What follows belongs to an exercise in optimizing a design on an open flow for small area; a production flow would make more cautious choices. The RTL was checked by simulation tests, not by an equivalence proof against the original design. Power figures rest on the tool's default switching activity, not on a simulated workload.

==> flow/design.v <==
module cfc (
    input  wire        clk,
    input  wire        rst,             
    input  wire        tx_we,
    input  wire [3:0]  tx_waddr,
    input  wire [15:0] tx_wdata,
    input  wire        start,
    input  wire [3:0]  start_cnt_m1,    
    input  wire [15:0] start_timeout,   
    input  wire        line_in,
    output reg         line_out,
    input  wire        abort_ok,
    input  wire [5:0]  rx_raddr,
    output wire [15:0] rx_rdata,
    output wire        busy,
    output reg         done,
    output reg  [1:0]  outcome,         
    output reg  [5:0]  rx_len,
    output wire        halted,
    output reg  [15:0] perrcnt
);
    localparam [2:0] S_IDLE = 3'b000;
    localparam [2:0] S_ARM  = 3'b001;
    localparam [2:0] S_FLY  = 3'b011;
    localparam [2:0] S_TD   = 3'b010;
    localparam [2:0] S_HALT = 3'b100;
    localparam [1:0] TX_PRE  = 2'd0;    
    localparam [1:0] TX_WORD = 2'd1;
    localparam [1:0] TX_END  = 2'd2;    
    localparam [1:0] TX_OFF  = 2'd3;
    localparam [2:0] RX_QUIET = 3'd0;
    localparam [2:0] RX_ARM   = 3'd1;
    localparam [2:0] RX_HIGH  = 3'd2;
    localparam [2:0] RX_Z     = 3'd3;
    localparam [2:0] RX_P1    = 3'd4;
    localparam [2:0] RX_P2    = 3'd5;
    localparam [2:0] RX_P3    = 3'd6;
    localparam [2:0] RX_FRAME = 3'd7;
    reg [2:0]   st;
    wire idle   = (st == S_IDLE);
    wire armed  = (st == S_ARM);
    wire fly    = (st == S_FLY);
    wire td     = (st == S_TD);
    wire hlt    = st[2];
    assign busy   = st[0] | st[1];
    assign halted = hlt;
    reg [9:0]   txb [0:15];
    always @(posedge clk)
        if (!rst && !busy && tx_we)
            txb[tx_waddr] <= tx_wdata[9:0];
    reg [319:0] rxr;        
    reg [4:0]  rq;
    reg [9:0]  rxs_sr;      
    reg [9:0]  rxh;         
    reg [4:0]  rxh_slot;
    reg        rxh_pend;
    wire [4:0] rxh_at = rxh_slot + rq + 5'd1;
    wire       rxh_go = rxh_pend && (rxh_at[3:0] == 4'd0);
    always @(posedge clk) begin
        rq <= rst ? 5'd0 : rq + 5'd1;
        rxr[159:10]  <= rxr[149:0];
        rxr[319:170] <= rxr[309:160];
        rxr[9:0]     <= (rxh_go && !rxh_at[4]) ? rxh : rxr[319:310];
        rxr[169:160] <= (rxh_go &&  rxh_at[4]) ? rxh : rxr[159:150];
    end
    wire [4:0] rx_pos = rx_raddr[4:0] + rq;
    wire [9:0] rx_word_out = (rxh_pend && rx_raddr[4:0] == rxh_slot) ? rxh : rxr[rx_pos*10 +: 10];
    assign rx_rdata = {6'd0, rx_word_out};
    reg [3:0]  ph;         
    reg [11:0] tblk;       
    reg        tfrac;      
    reg        term;       
    wire poll      = fly && (ph == 4'd0);
    wire t_expired = (tblk == 12'd0) && !tfrac;
    wire exit_done = poll && term;
    wire exit_to   = poll && !term && t_expired;
    wire run       = fly && !exit_done && !exit_to;
    reg [1:0] txs;
    reg [4:0] tp;
    reg [3:0] ti;
    reg [3:0] tcnt;
    wire [9:0] tw = txb[ti];
    wire [3:0] tq = tp[4:1];
    reg        tb_bit;
    always @* begin
        case (tq)
            4'd0:    tb_bit = 1'b1;
            4'd1:    tb_bit = tw[9];
            4'd2:    tb_bit = tw[8];
            4'd3:    tb_bit = tw[7];
            4'd4:    tb_bit = tw[6];
            4'd5:    tb_bit = tw[5];
            4'd6:    tb_bit = tw[4];
            4'd7:    tb_bit = tw[3];
            4'd8:    tb_bit = tw[2];
            4'd9:    tb_bit = tw[1];
            4'd10:   tb_bit = tw[0];
            default: tb_bit = ~^tw;
        endcase
    end
    reg tx_chip;
    always @* begin
        case (txs)
            TX_PRE:  tx_chip = (tp < 5'd19) ? ~tp[0] : (tp >= 5'd21);
            TX_WORD: tx_chip = tp[0] ? tb_bit : ~tb_bit;
            TX_END:  tx_chip = (tq == 4'd1);
            default: tx_chip = 1'b0;
        endcase
    end
    reg [2:0] rxs;
    reg [4:0] rc;          
    reg       rpar;        
    reg [5:0] rxwp;
    wire c       = line_in;
    wire rx_full = rxwp[5] & rxwp[0];       
    wire rc_last = (rc == 5'd23);
    always @(posedge clk) begin
        if (idle) begin
            tcnt  <= start_cnt_m1;
            tblk  <= start_timeout[15:4];
            tfrac <= |start_timeout[3:0];
        end
        if (armed)
            ph <= 4'd0;
        else if (run || (td && !abort_ok))
            ph <= ph + 4'd1;
        if (poll && !exit_done && !exit_to) begin
            if (tblk != 12'd0)
                tblk <= tblk - 12'd1;
            else
                tfrac <= 1'b0;
        end
        if (armed) begin
            txs <= TX_PRE;
            tp  <= 5'd9;
            ti  <= 4'd0;
        end else if (run) begin
            if (tp == 5'd23) begin
                tp <= 5'd0;
                case (txs)
                    TX_PRE:  txs <= TX_WORD;
                    TX_WORD: if (ti == tcnt) txs <= TX_END; else ti <= ti + 4'd1;
                    default: txs <= TX_OFF;
                endcase
            end else begin
                tp <= tp + 5'd1;
            end
        end
        if (rxh_go)
            rxh_pend <= 1'b0;
        if (armed) begin
            rxs  <= RX_QUIET;
            rxwp <= 6'd0;
            term <= 1'b0;
            rxh_pend <= 1'b0;
        end else if (run) begin
            case (rxs)
                RX_QUIET: if (!c) rxs <= RX_ARM;
                RX_ARM:   if (c)  rxs <= RX_HIGH;
                RX_HIGH:  if (!c) rxs <= RX_Z;
                RX_Z:     rxs <= c ? RX_HIGH : RX_P1;
                RX_P1:    rxs <= c ? RX_P2 : RX_ARM;
                RX_P2:    rxs <= c ? RX_P3 : RX_Z;
                RX_P3: begin
                    rc <= 5'd0;
                    rxs <= c ? RX_FRAME : RX_Z;
                end
                default: begin
                    rc <= rc_last ? 5'd0 : rc + 5'd1;
                    if (rc == 5'd0) begin
                        rpar <= c;
                    end else if (rc == 5'd1) begin
                        rpar <= 1'b0;
                        if (rpar || !c) begin
                            rxs <= RX_QUIET;
                            if (!rx_full) begin
                                if (!term)
                                    rx_len <= rxwp;
                                term <= 1'b1;
                                rxwp <= rxwp + 6'd1;
                            end
                        end
                    end else if (rc[0]) begin
                        if (rc_last) begin
                            if (!rx_full) begin
                                rxwp <= rxwp + 6'd1;
                                if (!term && !rxwp[5]) begin
                                    rxh      <= rxs_sr;
                                    rxh_slot <= rxwp[4:0];
                                    rxh_pend <= 1'b1;
                                end
                                if (c == rpar && perrcnt != 16'hFFFF)
                                    perrcnt <= perrcnt + 16'd1;
                            end
                        end else begin
                            rpar <= rpar ^ c;
                            rxs_sr <= {rxs_sr[8:0], c};
                        end
                    end
                end
            endcase
        end
        done     <= 1'b0;
        line_out <= run & tx_chip;
        case (st)
            S_IDLE: if (start) st <= S_ARM;
            S_ARM:  st <= S_FLY;
            S_FLY: begin
                if (exit_done || exit_to) begin
                    st      <= S_TD;
                    outcome <= {1'b0, exit_to};
                end
            end
            S_TD: begin
                if (abort_ok) begin
                    st   <= S_IDLE;
                    done <= 1'b1;
                end else if (ph[2:0] == 3'd7) begin
                    st      <= S_HALT;
                    outcome <= 2'd2;
                    done    <= 1'b1;
                end
            end
            S_HALT: if (start) done <= 1'b1;
            default: st <= S_IDLE;
        endcase
        if (rst) begin
            st       <= S_IDLE;
            line_out <= 1'b0;
            done     <= 1'b0;
            outcome  <= 2'd0;
            rx_len   <= 6'd0;
            perrcnt  <= 16'd0;
        end
    end
endmodule
==> flow/config.mk <==
export PLATFORM = sky130hd
export DESIGN_NAME = cfc
export DESIGN_NICKNAME = cfc
export VERILOG_FILES = /design/flow/design.v
export SDC_FILE = /design/flow/constraint.sdc
export NUM_CORES = 4
export LEC_CHECK = 0
export CAP_MARGIN = 20
export CORE_MARGIN = 2
export CORE_UTILIZATION = 40
export SLEW_MARGIN = 20
==> flow/constraint.sdc <==
create_clock -name core_clock -period 10.0 [get_ports {clk}]
set_input_delay 2.0000 -clock core_clock [delete_from_list [all_inputs] [get_ports {clk}]]
set_output_delay 2.0000 -clock core_clock [all_outputs]
set_load 0.01 [all_outputs]
standard.sh (not shown) runs the stock make flow with config.mk's settings and CLKGATE_MAP_FILE= SYNTH_SCRIPT=/design/flow/synth_recipe.tcl, a recipe that flattens the netlist after the stock synthesis.
==> flow/flow/run.sh <==
#!/bin/bash
# Standard ORFS layout (the standard.sh, standard synthesis unchanged) with two changes:
# - ports are buffered with the smallest buffer, sky130_fd_sc_hd__buf_1;
# - clock tree built from clkbuf_8 in small clusters, without dummy loads.
set -euo pipefail
bash standard.sh finish \
  "BUFFER_PORTS_ARGS=-buffer_cell sky130_fd_sc_hd__buf_1" \
  "CTS_ARGS=-sink_clustering_enable -repair_clock_nets -buf_list sky130_fd_sc_hd__clkbuf_8 -sink_clustering_size 18 -sink_clustering_max_diameter 60 -dont_use_dummy_load" \
  > standard_flow.log 2>&1
Next try:
--- a/flow/design.v
+++ b/flow/design.v
@@ -51,11 +51,13 @@
     reg [319:0] rxr;        
     reg [4:0]  rq;
     reg [9:0]  rxs_sr;      
     reg [9:0]  rxh;         
-    reg [4:0]  rxh_slot;
+    reg [5:0]  rxwp;        
+    reg        term;        
     reg        rxh_pend;
-    wire [4:0] rxh_at = rxh_slot + rq + 5'd1;
+    wire [4:0] rxh_base = term ? rx_len[4:0] : rxwp[4:0];
+    wire [4:0] rxh_at = rxh_base + rq;
     wire       rxh_go = rxh_pend && (rxh_at[3:0] == 4'd0);
     always @(posedge clk) begin
         rq <= rst ? 5'd0 : rq + 5'd1;
         rxr[159:10]  <= rxr[149:0];
@@ -63,14 +65,13 @@
         rxr[9:0]     <= (rxh_go && !rxh_at[4]) ? rxh : rxr[319:310];
         rxr[169:160] <= (rxh_go &&  rxh_at[4]) ? rxh : rxr[159:150];
     end
     wire [4:0] rx_pos = rx_raddr[4:0] + rq;
-    wire [9:0] rx_word_out = (rxh_pend && rx_raddr[4:0] == rxh_slot) ? rxh : rxr[rx_pos*10 +: 10];
+    wire [9:0] rx_word_out = (rxh_pend && rx_raddr[4:0] + 5'd1 == rxh_base) ? rxh : rxr[rx_pos*10 +: 10];
     assign rx_rdata = {6'd0, rx_word_out};
     reg [3:0]  ph;         
     reg [11:0] tblk;       
     reg        tfrac;      
-    reg        term;       
     wire poll      = fly && (ph == 4'd0);
     wire t_expired = (tblk == 12'd0) && !tfrac;
     wire exit_done = poll && term;
     wire exit_to   = poll && !term && t_expired;
@@ -109,9 +110,8 @@
     end
     reg [2:0] rxs;
     reg [4:0] rc;          
     reg       rpar;        
-    reg [5:0] rxwp;
     wire c       = line_in;
     wire rx_full = rxwp[5] & rxwp[0];       
     wire rc_last = (rc == 5'd23);
     always @(posedge clk) begin
@@ -185,9 +185,8 @@
                             if (!rx_full) begin
                                 rxwp <= rxwp + 6'd1;
                                 if (!term && !rxwp[5]) begin
                                     rxh      <= rxs_sr;
-                                    rxh_slot <= rxwp[4:0];
                                     rxh_pend <= 1'b1;
                                 end
                                 if (c == rpar && perrcnt != 16'hFFFF)
                                     perrcnt <= perrcnt + 16'd1;
Result: The new run went through all stages and came out clean. Critical path depth is unchanged. Wire length came out lower by 0.48%. Non-clock buffer count came out lower by 13. Setup slack is about the same. Die area came out lower by 0.84%. Clock skew is about the same. Count of clock-buffer cells in the layout came out lower by 1. Synthesized area came out lower by 0.85%. Worst hold slack degrades by 0.015 ns. Via count came out higher by 0.34%. Combinational power came out higher by about 3%. Clock power barely changes. Sequential power is about the same. Power came out lower by 0.68%.

afterwards: timing with drivers on the ports:
The flow's constraints put no driver on any port. The routed layouts listed below were extracted and timed again, unchanged, in two steps. Step 1, drivers: a clkbuf_16 drives clk and a buf_2 each remaining input, both assumed. Step 2 moves the port delays by t, midway between the first and last clock arrival at a register: inputs arrive t later, outputs are due t later. That takes back most of the time a late clock gives input paths. Three values: ideal, step 1, step 2; two values: the first two.
| run | t, ns | setup WS [ns] | worst slew at a driven data input, ns |
|---|---|---|---|
| the first run | 0.661 | 2.454 / 2.426 / 2.426 | 0.06 |
| the second run | 0.639 | 2.452 / 2.415 / 2.415 | 0.05 |
After both steps setup and hold are still met in every run listed. For the second run, which loses most, drivers alone change the setup slack by -0.037 ns; drivers and shift together by -0.037 ns.
